This design comes from an exercise in tuning for small area, a short achievable clock period and few clock cycles on the open sky130 flow, not from production work.
In this exercise RTL edits were held to simulation tests only and were not proved equivalent to the original.

==> flow/design.v (outline; a module is shown in full before it is edited, if it fits) <==
// module mul24_booth: 1914 lines
// module fp_mul_a: 54 lines
// module fp_mul_b: 31 lines
// module fp_add: 57 lines
// module align27: 12 lines
// module inc23: 15 lines
// module lzc32: 29 lines
// module padd: 28 lines
// module biquad_bank: 262 lines
module biquad_bank (
    input  wire        clk,
    input  wire        rst,
    input  wire        cmd_valid,
    output wire        cmd_ready,
    input  wire [1:0]  cmd_op,       
    input  wire [7:0]  cmd_motor,
    input  wire [7:0]  cmd_sel,
    input  wire [31:0] cmd_x,
    input  wire [31:0] cmd_b0,
    input  wire [31:0] cmd_b1,
    input  wire [31:0] cmd_b2,
    input  wire [31:0] cmd_a1,
    input  wire [31:0] cmd_a2,
    output reg         rsp_valid,
    output reg         rsp_ok,
    output reg  [31:0] rsp_data
);
  // ...
==> flow/flow/run.sh <==
#!/bin/bash
# Layout with the standard flow (standard.sh: standard synthesis, floorplan,
# placement, CTS, routing, at the design's clock and constraints), asking the
# resizer's timing repair for extra setup slack so that it also shortens paths
# that already meet the 24 ns clock. All make output goes to flow_make.log;
# ORFS keeps each step's own log under orfs/logs/.
set -euo pipefail
bash standard.sh SETUP_SLACK_MARGIN=15.5 finish > flow_make.log 2>&1
==> flow/standard.sh <==
#!/bin/bash
# synth_recipe.tcl (not shown) runs the flow's synth.tcl, then flattens the netlist and writes it again
# the make line also repeats each setting of config.mk as NAME=value (left out here)
make -C /OpenROAD-flow-scripts/flow DESIGN_CONFIG=/design/flow/config.mk WORK_HOME=/design/flow/orfs CLKGATE_MAP_FILE= SYNTH_SCRIPT=/design/flow/synth_recipe.tcl "${@:-finish}"
==> flow/config.mk <==
export PLATFORM = sky130hd
export DESIGN_NAME = biquad_bank
export DESIGN_NICKNAME = biquad_bank
export VERILOG_FILES = /design/flow/design.v
export SDC_FILE = /design/flow/constraint.sdc
export NUM_CORES = 4
export LEC_CHECK = 0
export ABC_AREA = 1
export CAP_MARGIN = 20
export CORE_MARGIN = 2
export CORE_UTILIZATION = 40
export PLACE_DENSITY = 0.5
export SLEW_MARGIN = 20
==> flow/constraint.sdc <==
create_clock -name core_clock -period 24.0 [get_ports {clk}]
set_input_delay 4.8000 -clock core_clock [delete_from_list [all_inputs] [get_ports {clk}]]
set_output_delay 4.8000 -clock core_clock [all_outputs]
set_load 0.01 [all_outputs]
==> impl_metrics.sql, run 1 <==
INSERT INTO impl_metrics (metric_group, metric, value, unit) VALUES
('run_status', 'outcome', 'complete, no violations', ''),
('timing', 'fin_hold_ws', '303.0', 'ps'),
('die', 'core', '512000', 'um^2'),
('die', 'die_h', '720.2', 'um'),
('finish', 'layout.buffer.nonclock.area_share', '0.07064', ''),
('synthesis', 'synth_xor_xnor_area_share', '0.08698', ''),
('global_route', 'use_met3', '0.07882', ''),
('place', 'port_buffers', '247', ''),
('job', 'cap_violations', '0', ''),
('finish', 'num_antenna_cells', '44', ''),
('worst_setup_path', 'crit_required', '24820', 'ps'),
('clock_network', 'cts_repair_resize_count', '1120', ''),
('synthesis', 'ys_warn_count', '25', ''),
('routing', 'routed_wire_length_per_instance', '27.93', 'um'),
('place', 'place_worst_setup_slack', '11940', 'ps'),
('worst_setup_path', 'crit_fanout', '6', ''),
('finish', 'total_number_of_nets_in_the_final_design', '30700', ''),
('routing', 'detailroute.wirelength.met3', '98660', 'um'),
('die', 'die_area', '518800', 'um^2'),
('finish', 'layout.core_utilization', '0.4761', ''),
('worst_setup_path', 'critical_path.most_common_cell', 'sky130_fd_sc_hd__buf_4', ''),
('synthesis', 'yosys-mux-area-fraction', '0.005866', ''),
('worst_setup_path', 'slowest_delay', '340', 'ps'),
('place', 'detailed_place.area', '215300', 'um^2');
Testbench counts, summed over its fixed seeds: cycles 6,032.
==> module fp_add, before the edit <==
module fp_add (
    input  wire [31:0] a,
    input  wire [31:0] b,
    input  wire        sub,
    output wire [31:0] y
);
    wire        sa = a[31];
    wire        sb = b[31] ^ sub;
    wire [7:0]  ea = a[30:23], eb = b[30:23];
    wire [22:0] fa = a[22:0],  fb = b[22:0];
    wire a_ez = ~|ea, b_ez = ~|eb;
    wire a_max = &ea, b_max = &eb;
    wire a_fz = ~|fa, b_fz = ~|fb;
    wire a_nan = a_max & ~a_fz, b_nan = b_max & ~b_fz;
    wire a_inf = a_max & a_fz,  b_inf = b_max & b_fz;
    wire eff_sub = sa ^ sb;
    wire        swap = b[30:0] > a[30:0];
    wire        sx = swap ? sb : sa;
    wire [7:0]  ea1 = {ea[7:1], ea[0] | a_ez};
    wire [7:0]  eb1 = {eb[7:1], eb[0] | b_ez};
    wire [7:0]  dab = ea1 - eb1;
    wire [7:0]  dba = eb1 - ea1;
    wire [7:0]  d   = swap ? dba : dab;
    wire [7:0]  ex1 = swap ? eb1 : ea1;
    wire [23:0] mx  = swap ? {~b_ez, fb} : {~a_ez, fa};
    wire [23:0] my  = swap ? {~a_ez, fa} : {~b_ez, fb};
    wire [26:0] ay;
    align27 u_al (.m(my), .d(d), .y(ay));
    wire [27:0] sum;
    padd #(28) u_sum (.a({1'b0, mx, 3'b000}), .b(eff_sub ? {1'b1, ~ay} : {1'b0, ay}),
                      .cin(eff_sub), .s(sum));
    wire [7:0]  lim = ex1 - 8'd1;
    wire [26:0] lim_mask = (lim > 8'd26) ? 27'd0 : (27'h4000000 >> lim[4:0]);
    wire [4:0]  lz;
    lzc32 u_lzc (.x({sum[26:0] | lim_mask, 5'h1F}), .n(lz));
    wire [26:0] sl = sum[26:0] << lz;
    wire        cy = sum[27];
    wire [23:0] mant = cy ? sum[27:4] : sl[26:3];
    wire        g    = cy ? sum[3] : sl[2];
    wire        st   = cy ? |sum[2:0] : |sl[1:0];
    wire [7:0]  e_n  = ex1 - {3'd0, lz};
    wire [7:0]  efld = cy ? ex1 + 8'd1 : (sl[26] ? e_n : 8'd0);
    wire [7:0]  efld1 = cy ? ex1 + 8'd2 : (sl[26] ? e_n + 8'd1 : 8'd1);
    wire        rnd = g & (st | mant[0]);
    wire [22:0] minc;
    wire        mcy;
    inc23 u_inc (.a(mant[22:0]), .cin(rnd), .s(minc), .cout(mcy));
    wire [30:0] mag = {mcy ? efld1 : efld, minc};
    wire        ovf = cy & (ex1 == 8'd254);
    wire zero_res = (a[30:0] == b[30:0]) & eff_sub;
    assign y = (a_nan | b_nan | (a_inf & b_inf & eff_sub)) ? 32'h7FC00000 :
               a_inf ? {sa, 8'hFF, 23'd0} :
               b_inf ? {sb, 8'hFF, 23'd0} :
               zero_res ? 32'd0 :
               ovf ? {sx, 8'hFF, 23'd0} :
               {sx, mag};
endmodule
==> inputs of run 2 (changes only) <==
--- a/flow/design.v
+++ b/flow/design.v
@@ -2013,46 +2013,69 @@
     wire a_nan = a_max & ~a_fz, b_nan = b_max & ~b_fz;
     wire a_inf = a_max & a_fz,  b_inf = b_max & b_fz;
     wire eff_sub = sa ^ sb;
-    wire        swap = b[30:0] > a[30:0];
-    wire        sx = swap ? sb : sa;
     wire [7:0]  ea1 = {ea[7:1], ea[0] | a_ez};
     wire [7:0]  eb1 = {eb[7:1], eb[0] | b_ez};
-    wire [7:0]  dab = ea1 - eb1;
-    wire [7:0]  dba = eb1 - ea1;
-    wire [7:0]  d   = swap ? dba : dab;
-    wire [7:0]  ex1 = swap ? eb1 : ea1;
-    wire [23:0] mx  = swap ? {~b_ez, fb} : {~a_ez, fa};
-    wire [23:0] my  = swap ? {~a_ez, fa} : {~b_ez, fb};
-    wire [26:0] ay;
-    align27 u_al (.m(my), .d(d), .y(ay));
-    wire [27:0] sum;
-    padd #(28) u_sum (.a({1'b0, mx, 3'b000}), .b(eff_sub ? {1'b1, ~ay} : {1'b0, ay}),
-                      .cin(eff_sub), .s(sum));
-    wire [7:0]  lim = ex1 - 8'd1;
-    wire [26:0] lim_mask = (lim > 8'd26) ? 27'd0 : (27'h4000000 >> lim[4:0]);
-    wire [4:0]  lz;
-    lzc32 u_lzc (.x({sum[26:0] | lim_mask, 5'h1F}), .n(lz));
-    wire [26:0] sl = sum[26:0] << lz;
-    wire        cy = sum[27];
-    wire [23:0] mant = cy ? sum[27:4] : sl[26:3];
-    wire        g    = cy ? sum[3] : sl[2];
-    wire        st   = cy ? |sum[2:0] : |sl[1:0];
-    wire [7:0]  e_n  = ex1 - {3'd0, lz};
-    wire [7:0]  efld = cy ? ex1 + 8'd1 : (sl[26] ? e_n : 8'd0);
-    wire [7:0]  efld1 = cy ? ex1 + 8'd2 : (sl[26] ? e_n + 8'd1 : 8'd1);
-    wire        rnd = g & (st | mant[0]);
-    wire [22:0] minc;
-    wire        mcy;
-    inc23 u_inc (.a(mant[22:0]), .cin(rnd), .s(minc), .cout(mcy));
-    wire [30:0] mag = {mcy ? efld1 : efld, minc};
-    wire        ovf = cy & (ex1 == 8'd254);
-    wire zero_res = (a[30:0] == b[30:0]) & eff_sub;
+    wire [23:0] ma = {~a_ez, fa};
+    wire [23:0] mb = {~b_ez, fb};
+    wire [8:0] dab, dba;
+    padd #(9) u_dab (.a({1'b0, ea1}), .b({1'b1, ~eb1}), .cin(1'b1), .s(dab));
+    padd #(9) u_dba (.a({1'b0, eb1}), .b({1'b1, ~ea1}), .cin(1'b1), .s(dba));
+    wire       eswap = dab[8];                   
+    wire       d0    = (ea1 == eb1);
+    wire       d1    = (dab[7:0] == 8'd1) | (dba[7:0] == 8'd1);
+    wire [7:0] ex1   = eswap ? eb1 : ea1;
+    wire       sx    = eswap ? sb : sa;
+    wire [26:0] ay_b, ay_a;
+    align27 u_alb (.m(mb), .d(dab[7:0]), .y(ay_b));
+    align27 u_ala (.m(ma), .d(dba[7:0]), .y(ay_a));
+    wire [27:0] fsa, fsb;
+    padd #(28) u_fa (.a({1'b0, ma, 3'b000}), .b(eff_sub ? {1'b1, ~ay_b} : {1'b0, ay_b}),
+                     .cin(eff_sub), .s(fsa));
+    padd #(28) u_fb (.a({1'b0, mb, 3'b000}), .b(eff_sub ? {1'b1, ~ay_a} : {1'b0, ay_a}),
+                     .cin(eff_sub), .s(fsb));
+    wire [27:0] fsum = eswap ? fsb : fsa;
+    wire [7:0]  ex1p  = ex1 + 8'd1;
+    wire [7:0]  ex1p2 = ex1 + 8'd2;
+    wire [7:0]  ex1m  = ex1 - 8'd1;
+    wire        e_one = (ex1 == 8'd1);
+    wire [22:0] iC, iN, iL;
+    wire        cC, cN, cL;
+    wire        rC = fsum[3] & ((|fsum[2:0]) | fsum[4]);
+    wire        rN = fsum[2] & ((|fsum[1:0]) | fsum[3]);
+    wire        rL = fsum[1] & (fsum[0] | fsum[2]);
+    inc23 u_iC (.a(fsum[26:4]), .cin(rC), .s(iC), .cout(cC));
+    inc23 u_iN (.a(fsum[25:3]), .cin(rN), .s(iN), .cout(cN));
+    inc23 u_iL (.a(fsum[24:2]), .cin(rL), .s(iL), .cout(cL));
+    wire [7:0]  eC = cC ? ex1p2 : ex1p;
+    wire [7:0]  eN = fsum[26] ? (cN ? ex1p : ex1) : {7'd0, cN};   
+    wire [7:0]  eL = cL ? ex1 : ex1m;
+    wire [30:0] f_mag = fsum[27] ? {eC, iC} :
+                        (fsum[26] | e_one) ? {eN, iN} : {eL, iL};
+    wire        f_ovf = fsum[27] & (ex1 == 8'd254);
+    wire [24:0] na0, na1, nb;
+    wire        ncy;
+    cadd #(25) u_na (.a({ma, 1'b0}), .b(~(d0 ? {mb, 1'b0} : {1'b0, mb})), .s0(na0), .s1(na1), .c1(ncy));
+    padd #(25) u_nb (.a({mb, 1'b0}), .b(~{1'b0, ma}), .cin(1'b1), .s(nb));
+    wire        use_b = eswap & ~d0;
+    wire [24:0] ndiff = use_b ? nb : ncy ? na1 : ~na0;
+    wire        sn = use_b ? sb : ncy ? sa : sb;
+    wire [7:0]  lim = ex1m;
+    wire [24:0] lim_mask = (lim > 8'd24) ? 25'd0 : (25'h1000000 >> lim[4:0]);
+    wire [4:0]  nlz;
+    lzc32 u_lzc (.x({ndiff | lim_mask, 7'h7F}), .n(nlz));
+    wire [24:0] nsl = ndiff << nlz;
+    wire [7:0]  n_ed = ex1 - {3'd0, nlz};
+    wire [7:0]  n_e = nsl[24] ? n_ed : 8'd0;
+    wire [30:0] n_mag = {n_e, nsl[23:1]};
+    wire use_near = eff_sub & (d0 | (d1 & ~ndiff[24]));
+    wire zero_res = eff_sub & (a[30:0] == b[30:0]);
     assign y = (a_nan | b_nan | (a_inf & b_inf & eff_sub)) ? 32'h7FC00000 :
                a_inf ? {sa, 8'hFF, 23'd0} :
                b_inf ? {sb, 8'hFF, 23'd0} :
                zero_res ? 32'd0 :
-               ovf ? {sx, 8'hFF, 23'd0} :
-               {sx, mag};
+               use_near ? {sn, n_mag} :
+               f_ovf ? {sx, 8'hFF, 23'd0} :
+               {sx, f_mag};
 endmodule
 module align27 (
     input  wire [23:0] m,
@@ -2066,6 +2089,39 @@
     wire        stk = big ? |m : |(m0 & lost_mask);
     assign y = big ? {26'd0, stk} : {ms[26:1], ms[0] | stk};
 endmodule
+module cadd #(parameter W = 25) (
+    input  wire [W-1:0] a,
+    input  wire [W-1:0] b,
+    output wire [W-1:0] s0,
+    output wire [W-1:0] s1,
+    output wire         c1
+);
+    localparam L = (W <= 2) ? 1 : (W <= 4) ? 2 : (W <= 8) ? 3 : (W <= 16) ? 4 : (W <= 32) ? 5 : 6;
+    wire [W-1:0] g [0:L];
+    wire [W-1:0] p [0:L];
+    assign g[0] = a & b;
+    assign p[0] = a ^ b;
+    genvar l, i;
+    generate
+        for (l = 0; l < L; l = l + 1) begin : lv
+            for (i = 0; i < W; i = i + 1) begin : bt
+                if (((i >> l) & 1) == 1) begin : op
+                    localparam integer J = ((i >> l) << l) - 1;
+                    assign g[l+1][i] = g[l][i] | (p[l][i] & g[l][J]);
+                    assign p[l+1][i] = p[l][i] & p[l][J];
+                end else begin : pass
+                    assign g[l+1][i] = g[l][i];
+                    assign p[l+1][i] = p[l][i];
+                end
+            end
+        end
+    endgenerate
+    wire [W:0] cg = {g[L], 1'b0};
+    wire [W:0] cp = {p[L], 1'b1};
+    assign s0 = p[0] ^ cg[W-1:0];
+    assign s1 = p[0] ^ (cg[W-1:0] | cp[W-1:0]);
+    assign c1 = cg[W] | cp[W];
+endmodule
 module inc23 (
     input  wire [22:0] a,
     input  wire        cin,
--- a/flow/flow/run.sh
+++ b/flow/flow/run.sh
@@ -5,4 +5,4 @@
 # that already meet the 24 ns clock. All make output goes to flow_make.log;
 # ORFS keeps each step's own log under orfs/logs/.
 set -euo pipefail
-bash standard.sh SETUP_SLACK_MARGIN=15.5 finish > flow_make.log 2>&1
+bash standard.sh SETUP_SLACK_MARGIN=15 finish > flow_make.log 2>&1
==> run 2 against run 1 <==
Still clean. Global-route usage increased by 2.2 points. Wire length increased by 19%. Via count increased by 17%. Cell count increased by 16%. Design area increased by 5.3%. Synthesized cell count increased by 21%. Worst setup slack got worse by 260 ps. Critical path depth decreased by 38. Critical endpoint is now m0_p2[45]. Largest cell class unchanged.
==> impl_metrics.sql, run 2 <==
INSERT INTO impl_metrics (metric_group, metric, value, unit) VALUES
('finish', 'final_layout_size_suffix_gt1_frac', '0.06457', ''),
('worst_setup_path', 'slowest_delay', '560', 'ps'),
('routing', 'highest_routing_layer_actually_used', 'met5', ''),
('die', 'fp.dieW', '768.5', 'um'),
('worst_setup_path', 'crit_arrival', '9720', 'ps'),
('worst_setup_path', 'critical_path.most_common_cell', 'sky130_fd_sc_hd__fa_1', ''),
('synthesis', 'syn_avg_cell_area', '7.001', 'um^2'),
('die', 'initial_utilization', '0.4017', ''),
('synthesis', 'yosysSeqAreaShare', '0.2185', ''),
('timing', 'final_period_minus_worst_setup_slack', '8848', 'ps'),
('worst_setup_path', 'critPathSlowestCell', 'sky130_fd_sc_hd__fa_1', ''),
('routing', 'routed_wire_length_per_instance', '28.61', 'um'),
('global_route', 'globalRouteOverflowTotal', '0', ''),
('synthesis', 'synth_edf_count', '674', ''),
('synthesis', 'synthTopCellsByCount', 'sky130_fd_sc_hd__nand2_1, sky130_fd_sc_hd__inv_1, sky130_fd_sc_hd__o21ai_0', ''),
('routing', 'detailroute.wirelength.met3', '100700', 'um'),
('routing', 'met2_length', '511600', 'um'),
('worst_setup_path', 'timing.reg2reg.setup_slack', '15150', 'ps'),
('timing', 'unrepaired_setup_endpoints_after_global_routing', 'yes', ''),
('routing', 'drc', '0', ''),
('global_route', 'global_route_wire_length_before_repair', '1660000', 'um'),
('global_route', 'first_global_vias', '230300', ''),
('worst_setup_path', 'worstSetupPathType', 'reg -> reg', ''),
('clock_network', 'clk-insertion-delay-late', '1010', 'ps'),
('hold_path', 'whs_endpoint', 'p_sel[3][0]', ''),
('global_route', 'grt_antenna_before_repair', '104', ''),
('timing', 'clock.fmax', '113.0', 'MHz'),
('routing', 'first_iter_violations', '26680', ''),
('die', 'core', '581900', 'um^2'),
('timing', 'slew_at_the_pin_closest_to_its_max_slew_limit', '1255', 'ps'),
('synthesis', 'ys_warn_count', '28', ''),
('routing', 'route.antenna.remaining_nets', '0', ''),
('synthesis', 'synth.top_cell.area_share', '0.1320', ''),
('clock_network', 'clk_root_buffer_cell', 'sky130_fd_sc_hd__clkbuf_16', ''),
('timing', 'max-slew-margin-rel', '0.1636', ''),
('timing', 'hold_fails_final_rpt', '0', ''),
('hold_path', 'min_delay_path_depth', '0', ''),
('clock_network', 'cts_made_buffers', '269', ''),
('finish', 'fillers', '60780', ''),
('worst_setup_path', 'crit_required', '24870', 'ps'),
('timing', 'fin_worst_skew', '98.03', 'ps'),
('die', 'die_h', '768.5', 'um'),
('job', 'cap_violations', '0', ''),
('clock_network', 'clk_transition_reported_paths', '60', 'ps'),
('clock_network', 'cts_buffer_depth', '4', ''),
('synthesis', 'async_flop_share', '0', ''),
('worst_setup_path', 'worst_setup_path_start_kind', 'flip-flop', ''),
('die', 'ioPinCount', '248', ''),
('worst_setup_path', 'reg2reg_depth', '28', ''),
('synthesis', 'synth_seq_cells', '2215', ''),
('clock_network', 'h-tree-depth', '5', ''),
('global_route', 'pin_count_of_the_biggest_net_entering_global_routing', '100', ''),
('die', 'die_area', '590600', 'um^2'),
('worst_setup_path', 'regToRegStartpoint', 'r1_pos[0]', ''),
('synthesis', 'synthDominantAreaCellType', 'sky130_fd_sc_hd__dfxtp_1', ''),
('finish', 'multiInputGateArea', '162000', 'um^2'),
('finish', 'layout_common_cells', 'sky130_fd_sc_hd__nand2_1, sky130_fd_sc_hd__inv_1, sky130_fd_sc_hd__o21ai_0, sky130_fd_sc_hd__nand3_1, sky130_fd_sc_hd__xor2_1', ''),
('routing', 'via_count', '241900', ''),
('run_status', 'outcome', 'complete, no violations', ''),
('hold_path', 'hold_start', 'p_sel[2][0]', ''),
('finish', 'layout.cells.most_common', 'sky130_fd_sc_hd__nand2_1', ''),
('synthesis', 'ys_dominant_reg_cell', 'sky130_fd_sc_hd__dfxtp_1', ''),
('synthesis', 'synthesized_nets', '36170', ''),
('finish', 'layout-area-overhead-vs-synth', '9.816', '%'),
('hold_path', 'worst_hold_path_type', 'reg -> reg', ''),
('routing', 'drt-pass1-iter-count', '7', ''),
('finish', 'total_number_of_nets_in_the_final_design', '35720', ''),
('synthesis', 'synthDistinctLibCells', '97', ''),
('timing', 'fin_hold_ws', '303.4', 'ps'),
('routing', 'viasPerCell', '5.901', ''),
('place', 'port_buffers', '247', ''),
('finish', 'layout.core_utilization', '0.4412', ''),
('synthesis', 'synth_area_leaders', 'sky130_fd_sc_hd__dfxtp_1, sky130_fd_sc_hd__nand2_1, sky130_fd_sc_hd__fa_1', ''),
('timing', 'timing.final.crit_share', '0.3687', ''),
('die', 'rows', '280', ''),
('timing', 'final-max-slew-violation-count', '0', ''),
('synthesis', 'post-synth-top-count-cell', 'sky130_fd_sc_hd__nand2_1', ''),
('place', 'place_hpwl', '890000', 'um'),
('clock_network', 'cts_num_sinks', '2215', ''),
('timing', 'final.setup.tns', '0', 'ps'),
('global_route', 'combined_global_route_utilization_of_all_metal_layers', '0.3809', ''),
('finish', 'layout.area.seq', '51130', 'um^2'),
('synthesis', 'netlist_area', '233800', 'um^2'),
('synthesis', 'post_synth_inst_count', '33390', ''),
('worst_setup_path', 'worstReg2RegEnd', 'm0_p2[45]', ''),
('routing', 'wl_met1', '476400', 'um'),
('routing', 'finalWirelength', '1172000', 'um'),
('place', 'place_congestion', '1.024', ''),
('worst_setup_path', 'crit_fanout', '28', ''),
('clock_network', 'tritoncts_clock_tree', 'yes', ''),
('timing', 'setup_violations', '0', ''),
('worst_setup_path', 'worstSetupEndpointType', 'flip-flop', '');
==> run 2: changes by cell type in the layout (fill, tap and decap cells not counted), sizes merged, moves of 93 or more <==
| cell | change |
|---|---|
| nand4 | +93 |
| inv | +480 |
| buf | -659 |
| ha | +204 |
| o21ai | +480 |
| xor2 | +173 |
| a21oi | +321 |
| nand2 | +2380 |
| nor2 | +509 |
| nand3 | +362 |
==> run 2: worst max-delay path by stage <==
stage / from / end
2_1_floorplan: rdy / cmd_ready
3_3_place_gp: t7[23] / s1_3[29]
3_5_place_dp: t7[23] / s1_3[29]
4_1_cts: p2_6[26] / n2_7[26]
5_1_grt: pos4[0] / m1_p5[45]
6_report: r1_pos[0] / m0_p2[45]
==> run 2: cell type report <==
cell class,instances,share of cell area
diodes,54,0.0005264
clock buffers,361,0.02914
clock inverters,132,0.006721
inverters,4117,0.06088
multi-input cells,25290,0.6310
flip-flops and latches,2215,0.1991
well taps,7755,0.03780
repair buffers,1049,0.03460
repair inverters,11,0.0002339
==> run 2: kinds of logic after synthesis <==
kind of cell,share of synthesized area
adders and majority gates,0.1797
AOI/OAI and AO/OA,0.1692
and+or+nand+nor,0.2445
DFF,0.2185
muxes,0.005438
xor gates and xnor gates,0.08533
buffers and inverters,0.09731
==> run 2: timing repair <==
action                     CTS  global route
setup buffers               10            69
hold buffers                 0             0
pin swaps                    5            16
gates cloned                 9             7
gates resized for setup    107           188
setup endpoints to repair  240           223
==> run 2: routing by layer <==
layer	up-vias	track usage
li1	109800	-
met1	116900	0.4908
met2	12230	0.5959
met3	2838	0.07004
met4	36	0.2252
met5	-	0
==> run 2: critical path, delay by kind of cell, from the launching register on <==
family	cells	cell delay, ps
flip-flops	1	340
adder cells (fa/ha/maj)	7	3370
AND/OR/NAND/NOR	8	1250
AO/OA/AOI/OAI	6	1810
XOR/XNOR	2	480
buffers and inverters	5	1380
==> run 2: through the flow <==
stage | cells | setup slack (ps) | area (um^2)
floorplan | 33390 | 15280 | 233800
global placement | 40340 | 13420 | 245500
detailed placement | 40340 | 13300 | 245500
CTS | 40850 | 15000 | 255300
global route | 40930 | 14900 | 256600
finish | 40980 | 15150 | 256700
Testbench counts of run 2, summed over its fixed seeds: cycles 6,032.

port drivers added, routing unchanged:
In the flow no input, the clock included, has a driving cell. The finished layouts below were timed again as built, in two steps. Step 1, drivers: a clkbuf_16 drives clk and a buf_2 each remaining input, both assumed. Step 2, shift: input delay + t, output delay - t, t = (earliest + latest rising clock arrival at the registers) / 2. This alone moves slack from input paths to output paths. Three values: no drivers, after step 1, after step 2; two values: the first two.
run | shift t [ns] | slack for setup (ns) | worst data-port slew with drivers (ns)
run 1 | 1.099 | 15.413 / 15.413 / 15.413 | 0.29
run 2 | 1.101 | 15.152 / 15.152 / 15.152 | 0.16
After both steps setup and hold are still met in every run listed.
